This design comes from an exercise in tuning for small area, a short achievable clock period and few clock cycles per item on the open sky130 flow, not from production work.
Only simulation tests tie the RTL to the original design; equivalence was not proved.
Power and IR drop assume default switching activity.

==> config.mk <==
export PLATFORM = sky130hd
export DESIGN_NAME = simon_engine
export DESIGN_NICKNAME = simon_engine
export VERILOG_FILES = /design/flow/design.v
export SDC_FILE = /design/flow/constraint.sdc
export NUM_CORES = 4
export LEC_CHECK = 0
export ABC_CLOCK_PERIOD_IN_PS = 2500
export CAP_MARGIN = 20
export CORE_MARGIN = 2
export CORE_UTILIZATION = 60
export PLACE_DENSITY = 0.75
export SETUP_SLACK_MARGIN = 3.5
export SLEW_MARGIN = 20
export SYNTH_MEMORY_MAX_BITS = 8192
==> design.v <==
module simon_engine (
    input  wire         clk,
    input  wire         rst_n,       
    input  wire         start,
    input  wire [1:0]   op,
    input  wire         variant,
    input  wire [255:0] key,         
    input  wire [63:0]  din0,        
    input  wire [63:0]  din1,        
    output reg          busy,
    output reg          done,
    output reg          err,
    output reg          ks_valid,
    output wire [63:0]  dout0,
    output wire [63:0]  dout1
);
    localparam integer R = 2;               
    localparam integer N = 72 / R;          
    localparam [1:0] OP_KEXP = 2'd0, OP_ENC = 2'd1, OP_DEC = 2'd2;
    localparam [63:0] Z = 64'h3DC94C3A046D678B;
    reg [6:0]  cnt;             
    reg        kx;              
    reg        is_dec;
    reg        var_r;           
    reg        nvar_r;          
    reg        last;            
    reg        declast;         
    reg        btb;             
    reg        ysel;            
    reg        yen;             
    reg [255:0] xw;             
    reg [255:0] yw;             
    reg [63:0]  a, b;           
    assign dout0 = a;
    assign dout1 = b;
    function [63:0] rotl;
        input [63:0] x;
        input integer r;
        rotl = (x << r) | (x >> (64 - r));
    endfunction
    function [63:0] rotr;
        input [63:0] x;
        input integer r;
        rotr = (x >> r) | (x << (64 - r));
    endfunction
    function [63:0] round_f;
        input        v;
        input [63:0] x;
        begin
            round_f = (rotl(x | {64{v}}, 8) & rotl(x, 1)) ^ rotl(x & {64{v}}, 8) ^ rotl(x, 2);
        end
    endfunction
    function [127:0] ztab;
        input integer jj;
        input integer bwd;
        integer c, m;
        begin
            ztab = 128'd0;
            for (c = 0; c < N - 1; c = c + 1) begin
                m = bwd ? (76 - R * (c + 2) + jj) : (R * c + 4 + jj);
                ztab[c] = Z[(m + 62 * 4 - 4) % 62];
            end
        end
    endfunction
    localparam [127:0] ZF0 = ztab(0, 0), ZF1 = ztab(1, 0), ZF2 = ztab(2, 0), ZF3 = ztab(3, 0);
    localparam [127:0] ZB0 = ztab(0, 1), ZB1 = ztab(1, 1), ZB2 = ztab(2, 1), ZB3 = ztab(3, 1);
    reg  [3:0] zf, zbk;
    wire [6:0] cnt_n = busy ? cnt + 7'd1 : 7'd0;
    always @(posedge clk) begin
        zf  <= {ZF3[cnt_n], ZF2[cnt_n], ZF1[cnt_n], ZF0[cnt_n]};
        zbk <= {ZB3[cnt_n], ZB2[cnt_n], ZB1[cnt_n], ZB0[cnt_n]};
    end
    reg [63:0] kf [0:R+3];
    reg [63:0] kb [0:R+3];
    reg [255:0] xnext, ynext;
    reg [63:0] ta, tb, tk, knext;
    integer j;
    always @* begin
        for (j = 0; j < 4; j = j + 1)
            kf[j] = xw[64*j +: 64];
        for (j = 0; j < R; j = j + 1)
            kf[j+4] = ~kf[j] ^ rotr(kf[j+3], 3) ^ rotr(kf[j+3], 4)
                    ^ kf[j+1] ^ rotr(kf[j+1], 1)
                    ^ {62'd0, 1'b1, ~zf[j]};
        for (j = 0; j < 4; j = j + 1)
            xnext[64*j +: 64] = kf[R + j];
        for (j = 0; j < 4; j = j + 1)
            kb[R+j] = yw[64*j +: 64];
        for (j = R - 1; j >= 0; j = j - 1)
            kb[j] = ~kb[j+4] ^ rotr(kb[j+3], 3) ^ rotr(kb[j+3], 4)
                  ^ kb[j+1] ^ rotr(kb[j+1], 1)
                  ^ {62'd0, 1'b1, ~zbk[j]};
        for (j = 0; j < 4; j = j + 1)
            ynext[64*j +: 64] = kb[j];
        ta = a;
        tb = b;
        for (j = 0; j < R; j = j + 1) begin
            tk = (j == 0) ? 64'd0 : is_dec ? yw[64*(R-1-j) +: 64] : xw[64*j +: 64];
            {ta, tb} = {tb, ta ^ round_f((j == 0) ? var_r : !nvar_r, tb) ^ tk};
        end
        knext = is_dec ? kb[R-1] : kf[R];
    end
    wire accept = start && !busy;
    wire run_ok = ks_valid && (op == OP_ENC || op == OP_DEC);
    wire [63:0] kfirst = op[1] ? yw[64*(R-1) +: 64] : xw[63:0];
    always @(posedge clk) begin
        if (declast)
            a <= tb;
        else if (busy)
            a <= last ? ta : (ta ^ knext);
        else
            a <= (op[1] ? din1 : din0) ^ kfirst;
        if (btb)
            b <= tb;
        else if (busy)
            b <= ta;
        else
            b <= op[1] ? din0 : din1;
        if (accept && op == OP_KEXP)
            xw <= key;
        else if (busy)
            xw <= last ? yw : xnext;
        if (yen)
            yw <= ysel ? xw : ynext;
    end
    always @(posedge clk) begin
        if (!rst_n) begin
            busy     <= 1'b0;
            done     <= 1'b0;
            last     <= 1'b0;
            declast  <= 1'b0;
            btb      <= 1'b0;
            ysel     <= 1'b0;
            yen      <= 1'b0;
            err      <= 1'b0;
            ks_valid <= 1'b0;
        end else begin
            done    <= 1'b0;
            last    <= 1'b0;
            declast <= 1'b0;
            btb     <= 1'b0;
            ysel    <= 1'b0;
            yen     <= 1'b0;
            if (busy) begin
                cnt <= cnt + 7'd1;
                if (last) begin
                    busy <= 1'b0;
                    done <= 1'b1;
                    if (kx)
                        ks_valid <= 1'b1;
                end else if (cnt == N - 2) begin
                    last    <= 1'b1;
                    declast <= is_dec;
                    btb     <= !is_dec;
                    ysel    <= 1'b1;
                    yen     <= 1'b1;
                end else begin
                    btb     <= 1'b1;
                    yen     <= !kx;
                end
            end else if (accept) begin
                err <= 1'b0;
                cnt <= 7'd0;
                kx  <= (op == OP_KEXP);
                if (op == OP_KEXP) begin
                    ks_valid <= 1'b0;
                    busy     <= 1'b1;
                    btb      <= 1'b1;
                    ysel     <= 1'b1;
                    yen      <= 1'b1;
                end else if (run_ok) begin
                    is_dec <= (op == OP_DEC);
                    var_r  <= variant;
                    nvar_r <= !variant;
                    busy   <= 1'b1;
                    btb    <= 1'b1;
                    yen    <= 1'b1;
                end else begin
                    err  <= 1'b1;
                    done <= 1'b1;
                end
            end
        end
    end
endmodule
==> standard.sh <==
#!/bin/bash
# synth_recipe.tcl (not shown) runs the flow's synth.tcl, then flattens the netlist and writes it again
# the make line also repeats each setting of config.mk as NAME=value (left out here)
make -C /OpenROAD-flow-scripts/flow DESIGN_CONFIG=/design/flow/config.mk WORK_HOME=/design/flow/orfs CLKGATE_MAP_FILE= SYNTH_SCRIPT=/design/flow/synth_recipe.tcl "${@:-finish}"
==> flow/run.sh <==
#!/bin/bash
# The standard layout (the standard.sh: standard synthesis and ORFS steps),
# with the port buffers that buffer_ports inserts made of buf_2 cells.
set -euo pipefail
bash standard.sh finish "BUFFER_PORTS_ARGS=-buffer_cell sky130_fd_sc_hd__buf_2" > flow_finish.log 2>&1
==> constraint.sdc <==
create_clock -name core_clock -period 6.0 [get_ports {clk}]
set_input_delay 1.2000 -clock core_clock [delete_from_list [all_inputs] [get_ports {clk}]]
set_output_delay 1.2000 -clock core_clock [all_outputs]
set_load 0.01 [all_outputs]
==> results of run 1 <==
-- worst max-delay path: stages (launching register included) --
cell	delay, ns
edfxtp_1	0.43
buf_12	0.19
buf_12	0.31
mux2i_1	0.48
xnor2_1	0.14
xnor2_1	0.19
a2111oi_0	0.55
nor3_1	0.17
-- state kept, by name, summed over array words and instances, names as in the netlist, 2 cells and up --
signal / count
b: 64
zf: 2
cnt: 7
xw: 256
zbk: 2
yw: 256
a: 64
-- kinds of logic (layout without fill, tap and decap cells) --
logic type	after synthesis	count (layout)
AO/OA/AOI/OAI	1142	1142
XOR/XNOR	1462	1464
adder cells (fa/ha/maj)	11	11
buffers and inverters	407	867
flip-flops	664	664
multiplexers	496	496
other	0	12
AND/OR/NAND/NOR	798	802
-- Yosys cell counts, types with 67 or more instances --
cell,instances,share of area
clkbuf_1,240,0.017
nor2_1,209,0.015
buf_2,92,0.0088
mux2i_1,298,0.057
nor2b_1,67,0.0080
nor3_1,132,0.013
nand2_1,284,0.020
xnor2_1,905,0.15
mux2_2,198,0.043
edfxtp_1,523,0.30
xor2_1,412,0.069
o21ai_0,376,0.036
a211oi_1,276,0.040
dfxtp_1,141,0.054
xnor3_1,68,0.029
-- final timing paths --
check        slack, ns               end        startpoint  cells after the start
min reg2reg       0.54  err$_SDFFE_PN0P_  err$_SDFFE_PN0P_                      2
max reg2reg       3.36     a[28]$_DFF_P_  is_dec$_DFFE_PP_                      7
min               0.54  err$_SDFFE_PN0P_  err$_SDFFE_PN0P_                      2
max               3.36     a[28]$_DFF_P_  is_dec$_DFFE_PP_                      7
-- stage by stage --
step / cells / hold slack, ns / power (W) / setup slack [ns]
2_1_floorplan: 4980 / 0.488 / 0.0176 / 3.00
3_3_place_gp: 6323 / 0.518 / 0.0206 / 2.23
3_5_place_dp: 6323 / 0.529 / 0.0210 / 2.11
4_1_cts: 6501 / 0.538 / 0.0262 / 3.35
5_1_grt: 6609 / 0.540 / 0.0289 / 3.25
6_report: 6613 / 0.537 / 0.0277 / 3.36
-- layout make-up --
| cell class | instances | area [sq um] | area share |
|---|---|---|---|
| Antenna cell | 12 | 30.0 | 0.000494 |
| Clock buffer | 105 | 2120 | 0.0348 |
| Clock inverter | 30 | 277 | 0.00455 |
| Inverter | 40 | 221 | 0.00364 |
| Multi-Input combinational cell | 3915 | 33200 | 0.547 |
| Sequential cell | 664 | 18700 | 0.308 |
| Tap cell | 1155 | 1450 | 0.0238 |
| Timing Repair Buffer | 690 | 4720 | 0.0777 |
| Timing Repair inverter | 2 | 17.5 | 0.000288 |
-- routing by layer --
| metal | vias to the layer above | GRT usage | part of all wire |
|---|---|---|---|
| met5 | - | 0 | 0.00049 |
| met3 | 420 | 0.190 | 0.18 |
| met2 | 3441 | 0.587 | 0.41 |
| li1 | 18800 | - | - |
| met4 | 8 | 0.113 | 0.036 |
| met1 | 21400 | 0.606 | 0.38 |
-- power groups by stage --
| stage | Clock, W | Combinational [W] | Sequential, W |
|---|---|---|---|
| CTS | 0.00468 | 0.0139 | 0.00752 |
| finish | 0.00470 | 0.0153 | 0.00763 |
| detailed placement | 0 | 0.0134 | 0.00757 |
| floorplan | 0 | 0.0107 | 0.00692 |
| global placement | 0 | 0.0131 | 0.00755 |
| global route | 0.00485 | 0.0164 | 0.00765 |
-- repair_timing --
action / CTS / global route
hold buffers: 0 / 0
gates resized for setup: 233 / 156
cloned: 11 / 9
endpoints found under the setup margin: 633 / 223
pin swaps: 7 / 39
buffers inserted: 32 / 91
==> run notes, run 1 <==
- Status: complete, no violations
- Worst-Skew Late Latency: 0.65 ns
- Endpoints failing setup: 0
- Worst slew margin: 0.290
- Critical Path Source Type: flop
- Tmin final: 2.64 ns
- Post-route cell area: slightly above 0.06 sq mm
- Final antenna-violating net count: 0
- Area grow syn2layout: 16.5%
- Detailed Route WL: just over 200000 um
- Crit Path Class: reg -> reg
- Die H: 299 um
- Root buf cell: clkbuf_16
- Adder-Cell Fraction of Synth Area: 0.00264
- 1st-iter DRT viols: 6587
- Pwr dens: 455 mW/mm^2
- Clock buffer depth: 3
- Simple-Gate Fraction of Synth Area: 0.0707
- Placed cell area: 0.0552 sq mm
- Top FF cell, synth: edfxtp_1
- Synth cell types: 61
- CP arrival: ~3.1 ns
- Die ar.: 0.0894 sq mm
- Die Wd: 299 um
- Seq/Total Area, Yosys: 0.355
- Combinational Power Share: 0.555
- Fmax: 0.379 GHz
- Tcrit/Tclk final: 0.440
- Int Pwr: around 0.016 W
- Starting Density: 0.604
- Seq cells post-synth: 664
- PortBufs: 521
- Fillcell total: 6549
- Final core occ: 0.703
- Nets: 5792
- Final setup TNS: 0 ns
- VDD IR max: 0.353 mV
- Routed via count: 44.1k
- Largest net degree at the start of global routing: 194
- Total Routing Usage GR: 0.427
- Asr flop ratio synth: 0
- Max cap viols: 0
- Max Fanout on Critical Path: 26
- Slew @ Worst Pin: approximately 1.1 ns
- CTS sink cnt: 664
- # DRC: 0
- Synth warn: 3
- Cell Rows: 108
- Seq pwr share: 0.276
- Post-Synth XOR/XNOR Area: 0.286
- Number of iterations in the first detailed-routing pass: 9
- Sw Share: 0.423
- Gr ovfl total: 0
- Mapped Area: 0.0522 sq mm
- I/O pins: between 500 and 600
- TritonCTS clock tree: yes
- Clock Power Share: 0.170
- Num CTS Buffers: 78
- Htree depth: 3
- Hold WC Path Type: reg -> reg
- Slew Viols, Final: 0
- First-pass GRT wire length: 279000 um
- Synth Area in Compound Gates: 0.154
- Post-Syn Instances: between 4k and 5k
- Fin Clk Skew: 0.0315 ns
- RSZ-0062 raised after global routing: yes
- DP HPWL: 142000 um
- WL per Instance: slightly above 30 um
- Mux cell area share after synthesis: 0.0998
- Share of post-route cells with drive strength above 1: 0.244
- Static Leak: 21.7 nW
- Post-synth EDFFs: 523
- Number of global-route vias before repair: 39.7k
- Synth Net Count: 5381
- Reg clk slew, reported paths: 0.06 ns
- Syn Area/Cell: 10.5 sq um
- Initial antenna violation count: 20
- DR vias/cell: 6.67
- Commonest non-fill, non-tap cell in the layout: xnor2_1
- Worst path required time: 6.48 ns
- CP Capture Type: flop
- Largest family of logic cells by synthesized area: XOR/XNOR gates
- Core Area: between 0.08 and 0.09 sq mm
- Hold Vio Cnt, Final: 0
- Net Sw Power: 0.0117 W
- Routability Congestion: 0.999
- Most frequent cells in the layout: xnor2_1 (884), edfxtp_1 (523), buf_2 (519), xor2_1 (408), o21ai_0 (361)
Testbench counts, summed over its fixed seeds: cycles 20,128, items 544.
==> run 2: changes to the inputs <==
--- a/design.v
+++ b/design.v
@@ -18,11 +18,10 @@
     localparam integer N = 72 / R;          
     localparam [1:0] OP_KEXP = 2'd0, OP_ENC = 2'd1, OP_DEC = 2'd2;
     localparam [63:0] Z = 64'h3DC94C3A046D678B;
-    reg [6:0]  cnt;             
+    reg [5:0]  cnt;             
     reg        kx;              
     reg        is_dec;
-    reg        var_r;           
-    reg        nvar_r;          
+    reg        var_r;
     reg        last;            
     reg        declast;         
     reg        btb;             
@@ -64,12 +63,8 @@
     endfunction
     localparam [127:0] ZF0 = ztab(0, 0), ZF1 = ztab(1, 0), ZF2 = ztab(2, 0), ZF3 = ztab(3, 0);
     localparam [127:0] ZB0 = ztab(0, 1), ZB1 = ztab(1, 1), ZB2 = ztab(2, 1), ZB3 = ztab(3, 1);
-    reg  [3:0] zf, zbk;
-    wire [6:0] cnt_n = busy ? cnt + 7'd1 : 7'd0;
-    always @(posedge clk) begin
-        zf  <= {ZF3[cnt_n], ZF2[cnt_n], ZF1[cnt_n], ZF0[cnt_n]};
-        zbk <= {ZB3[cnt_n], ZB2[cnt_n], ZB1[cnt_n], ZB0[cnt_n]};
-    end
+    wire [3:0] zf = {ZF3[cnt], ZF2[cnt], ZF1[cnt], ZF0[cnt]};
+    wire [3:0] zbk = {ZB3[cnt], ZB2[cnt], ZB1[cnt], ZB0[cnt]};
     reg [63:0] kf [0:R+3];
     reg [63:0] kb [0:R+3];
     reg [255:0] xnext, ynext;
@@ -96,7 +91,7 @@
         tb = b;
         for (j = 0; j < R; j = j + 1) begin
             tk = (j == 0) ? 64'd0 : is_dec ? yw[64*(R-1-j) +: 64] : xw[64*j +: 64];
-            {ta, tb} = {tb, ta ^ round_f((j == 0) ? var_r : !nvar_r, tb) ^ tk};
+            {ta, tb} = {tb, ta ^ round_f(var_r, tb) ^ tk};
         end
         knext = is_dec ? kb[R-1] : kf[R];
     end
@@ -142,7 +137,7 @@
             ysel    <= 1'b0;
             yen     <= 1'b0;
             if (busy) begin
-                cnt <= cnt + 7'd1;
+                cnt <= cnt + 6'd1;
                 if (last) begin
                     busy <= 1'b0;
                     done <= 1'b1;
@@ -160,7 +155,7 @@
                 end
             end else if (accept) begin
                 err <= 1'b0;
-                cnt <= 7'd0;
+                cnt <= 6'd0;
                 kx  <= (op == OP_KEXP);
                 if (op == OP_KEXP) begin
                     ks_valid <= 1'b0;
@@ -171,7 +166,6 @@
                 end else if (run_ok) begin
                     is_dec <= (op == OP_DEC);
                     var_r  <= variant;
-                    nvar_r <= !variant;
                     busy   <= 1'b1;
                     btb    <= 1'b1;
                     yen    <= 1'b1;
==> run 2 against run 1 <==
  * Largest power group unchanged
  * Worst hold slack got worse by 0.072 ns
  * Critical path depth rose by 3
  * Sequential power up 13%
  * Still clean on timing, DRC and antenna
  * Fmax grew 3.7%
==> run notes, run 2 <==
- Fmax: 0.393 GHz (+3.7%)
- Worst r2r src: cnt[0]$_SDFFCE_PN0P_
- Critical Path Source Type: flop
- CP arrival: 2.89 ns (-0.23 ns)
- Most frequent cells in the layout: xnor2_1 (780), edfxtp_1 (521), buf_2 (513), xor2_1 (459), mux2i_1 (418)
- # DRC: 0 (unchanged)
- Max Fanout on Critical Path: 3 (-88%)
- WL per Instance: 28.3 um (-8.3%)
- Crit Path Class: reg -> reg
- Slew Viols, Final: 0 (unchanged)
- Worst slew margin: 0.319 (+0.0287)
- Detailed Route WL: 172000 um (-16%)
- TritonCTS clock tree: yes
- Worst r2r dst: yw[0]$_DFFE_PP_
- Synth Area in Compound Gates: 0.0969 (-0.0571)
- Post-Synth XOR/XNOR Area: 0.264 (-0.0218)
- Seq cells post-synth: 658 (-0.90%)
- RSZ-0062 raised after global routing: yes
- Die H: 288 um (-3.6%)
- Post-route setup slack: 3.45 ns (+0.0939 ns)
- Max cap viols: 0 (unchanged)
- Routability Congestion: 0.956 (-4.2%)
- Adder-Cell Fraction of Synth Area: 0.00284 (+0.000203)
- Tmin final: 2.55 ns (-0.0939 ns)
- Post-synth EDFFs: 521 (-0.38%)
- Synth cell types: 68 (+11%)
- Largest cells by area after synthesis: edfxtp_1 (32%), xnor2_1 (15%), mux2i_1 (8.8%)
- Hold_sp: err$_SDFFE_PN0P_
- Met2 WL: 78800 um (-5.0%)
- Setup slack at placement: 1.67 ns (-0.444 ns)
- First-pass GRT wire length: 246000 um (-12%)
- Synth Net Count: 4940 (-8.2%)
- Hold WC Path Type: reg -> reg
- 1st-iter DRT viols: 4850 (-26%)
- Asr flop ratio synth: 0 (unchanged)
- Commonest non-fill, non-tap cell in the layout: xnor2_1
- Number of iterations in the first detailed-routing pass: 6 (-3)
- Initial antenna violation count: 2 (-90%)
- Mux cell area share after synthesis: 0.160 (+0.0597)
- Final setup TNS: 0 ns (unchanged)
- Final antenna-violating net count: 0 (unchanged)
- Reg clk slew, reported paths: 0.06 ns (about the same)
- WL met1: 63500 um (-18%)
- Worst-Skew Late Latency: 0.64 ns (about the same)
- Gr ovfl total: 0 (unchanged)
- Die ar.: 0.0831 sq mm (-7.0%)
- Synth warn: 3 (unchanged)
- PortBufs: 521 (unchanged)
- Placed cell count: 5837 (-7.7%)
- Hold Vio Cnt, Final: 0 (unchanged)
- Hold-fix buffers, CTS: 0 (unchanged)
- DR top layer: met5
- Met3 Routed Length: 18500 um (-50%)
- Nets: 5355 (-7.5%)
- Top FF cell, synth: edfxtp_1
- Status: complete, no violations
- CP Capture Type: flop
- Routed via count: 39.1k (-11%)
- Share of post-route cells with drive strength above 1: 0.276 (+0.0321)
- Share of the synthesized area in the top cell type: 0.323 (+0.0219)
- Hold Path Stages: 2 (unchanged)
- Post-route cell area: 0.0562 sq mm (-7.5%)
- Worst Hold End: err$_SDFFE_PN0P_
- Number of global-route vias before repair: 37.8k (-4.7%)
- Num CTS Buffers: 78 (unchanged)
- Core Area: 0.0803 sq mm (-7.2%)
- Die Wd: 288 um (-3.6%)
- Largest family of logic cells by synthesized area: XOR/XNOR gates
- Area grow syn2layout: 16.0%
- Total Routing Usage GR: 0.397 (-0.0292)
- Cell Rows: 104 (-3.7%)
- Worst r2r path cells: 10 (+3)
- Post-synth top area cell: edfxtp_1
- DR vias/cell: 6.42 (-3.7%)
- Syn Area/Cell: 10.7 sq um (+1.9%)
- Pwr dens: 627 mW/mm^2 (+38%)
- Commonest cells post-synth: xnor2_1 (823), edfxtp_1 (521), xor2_1 (463), mux2i_1 (426), mux2_2 (299)
- Post-Syn Instances: 4539 (-8.9%)
- Biggest regs: xw (256), yw (256)
- VDD IR max: 0.361 mV (+2.2%)
- Static Leak: 20.8 nW (-4.0%)
- Most common cell in the netlist: xnor2_1
- FF-to-FF setup slack: 3.45 ns (+0.09 ns)
- Seq/Total Area, Yosys: 0.379 (+0.0244)
- Root buf cell: clkbuf_16
- Mapped Area: 0.0485 sq mm (-7.1%)
- CTS sink cnt: 658 (-0.90%)
- I/O pins: 522 (unchanged)
- Largest net degree at the start of global routing: 136 (-30%)
- Htree depth: 3 (unchanged)
- Placed cell area: 0.0515 sq mm (-6.7%)
- Slew @ Worst Pin: 1.02 ns (-0.0430 ns)
- Finished Layout Cells: 6081 (-8.0%)
- Endpoints failing setup: 0 (unchanged)
- Simple-Gate Fraction of Synth Area: 0.0676 (-0.00301)
- Clock buffer depth: 3 (unchanged)
- Worst path required time: 6.35 ns (-0.13 ns)
- Starting Density: 0.604 (about the same)
- Pwr Total: 0.0352 W (+27%)
- DP HPWL: 115000 um (-19%)
- Fin Clk Skew: 0.0224 ns (-0.00912 ns)
- Tcrit/Tclk final: 0.425 (-0.0156)
==> run 2: changes by cell type after synthesis, moves of 63 or more <==
cell | before | now
or3_1 | 21 | 95
xnor2_1 | 905 | 823
nor3_1 | 132 | 42
a211oi_1 | 276 | 81
nand2_1 | 284 | 218
a21oi_1 | 52 | 269
o2111a_1 | 64 | 0
a211o_1 | 65 | 0
o211ai_1 | 65 | 1
mux2i_1 | 298 | 426
o21ai_0 | 376 | 204
mux2_2 | 198 | 299
a2111oi_0 | 64 | 1
==> run 2: kinds of logic (layout without fill, tap and decap cells) <==
group           after synthesis  after routing
other cells                   0              1
fa+ha+maj                    11             11
buf+inv                     334            809
xor+xnor                   1370           1370
flops                       658            658
simple gates                693            699
compound gates              743            743
mux                         730            730
==> run 2: worst max-delay path, stage by stage, from the launching register on <==
cell and delay, ns:
edfxtp_1 0.45, buf_6 0.17, buf_6 0.12, ha_4 0.15, mux2i_2 0.16, a211oi_2 0.10
o41ai_2 0.42, xnor2_2 0.24, xor2_2 0.24, xnor2_1 0.14, o21ai_1 0.08
==> run 2: worst max path at each step <==
stage                          from           endpoint  slack, ns  cells after the start
2_1_floorplan                 op[1]    xw[0]$_DFFE_PP_       2.69                      7
3_3_place_gp                  op[1]  xw[214]$_DFFE_PP_       1.69                      8
3_5_place_dp                  op[1]  xw[213]$_DFFE_PP_       1.67                      8
4_1_cts        cnt[1]$_SDFFCE_PN0P_  xw[253]$_DFFE_PP_       3.48                     10
5_1_grt        cnt[0]$_SDFFCE_PN0P_    yw[0]$_DFFE_PP_       3.37                     10
6_report       cnt[0]$_SDFFCE_PN0P_    yw[0]$_DFFE_PP_       3.45                     10
==> run 2: cell type report <==
cell class	count	area, sq um
flip-flops and latches	658	18600
repair inverters	1	8.76
inverters	18	111
fillers	5897	24100
repair buffers	644	4170
clock inverters	42	256
well taps	1060	1330
multi-input cells	3553	29500
diodes	1	2.50
clock buffers	104	2180
==> run 2: what timing repair did <==
item / CTS / global route
gates cloned: 15 / 6
endpoints found under the setup margin: 708 / 221
pin swaps: 12 / 20
setup buffers: 39 / 37
gates resized for setup: 197 / 109
hold endpoints to repair: 0 / 0
==> run 2: through the flow <==
step	utilization	hold WS, ns
floorplan	-	0.488
global placement	0.641	0.454
detailed placement	0.641	0.459
CTS	0.687	0.468
global route	0.700	0.497
finish	0.700	0.465
==> run 2: routing by layer <==
layer,vias up,GRT usage
met1,19100,0.515
met2,2472,0.629
met3,533,0.0747
met4,2,0.221
met5,-,0
li1,16900,-
==> run 2: where the power goes <==
| part | switching, W | internal (W) | total [W] |
|---|---|---|---|
| combinational | 0.0114 | 0.0105 | 0.0219 |
| clock | 0.00208 | 0.00264 | 0.00472 |
| sequential | 0.00183 | 0.00681 | 0.00864 |
Testbench counts of run 2, summed over its fixed seeds: cycles 20,128, items 544.

-- re-timing with driven ports --
Ports are ideal in the flow. The routed layouts listed here were re-timed in OpenROAD.
Step 1, drivers: a clkbuf_16 drives clk and a buf_2 each remaining input, both assumed.
Step 2 also shifts input and output timing later by t, the mid clock arrival at the registers, as if the neighbouring blocks saw the same clock.
Slacks: ideal ports / drivers / drivers and shift; pairs: ideal ports / drivers.
run	t, ns	setup WS [ns]	worst setup path at the end	worst data-port slew with drivers (ns)
run 1	0.712	3.359 / 3.359 / 2.833	input to register	0.14
run 2	0.704	3.452 / 3.309 / 2.604	input to register	0.28
After both steps setup and hold are still met in every run listed. For run 2, which loses most, drivers alone change the setup slack by -0.143 ns; drivers and shift together by -0.848 ns.
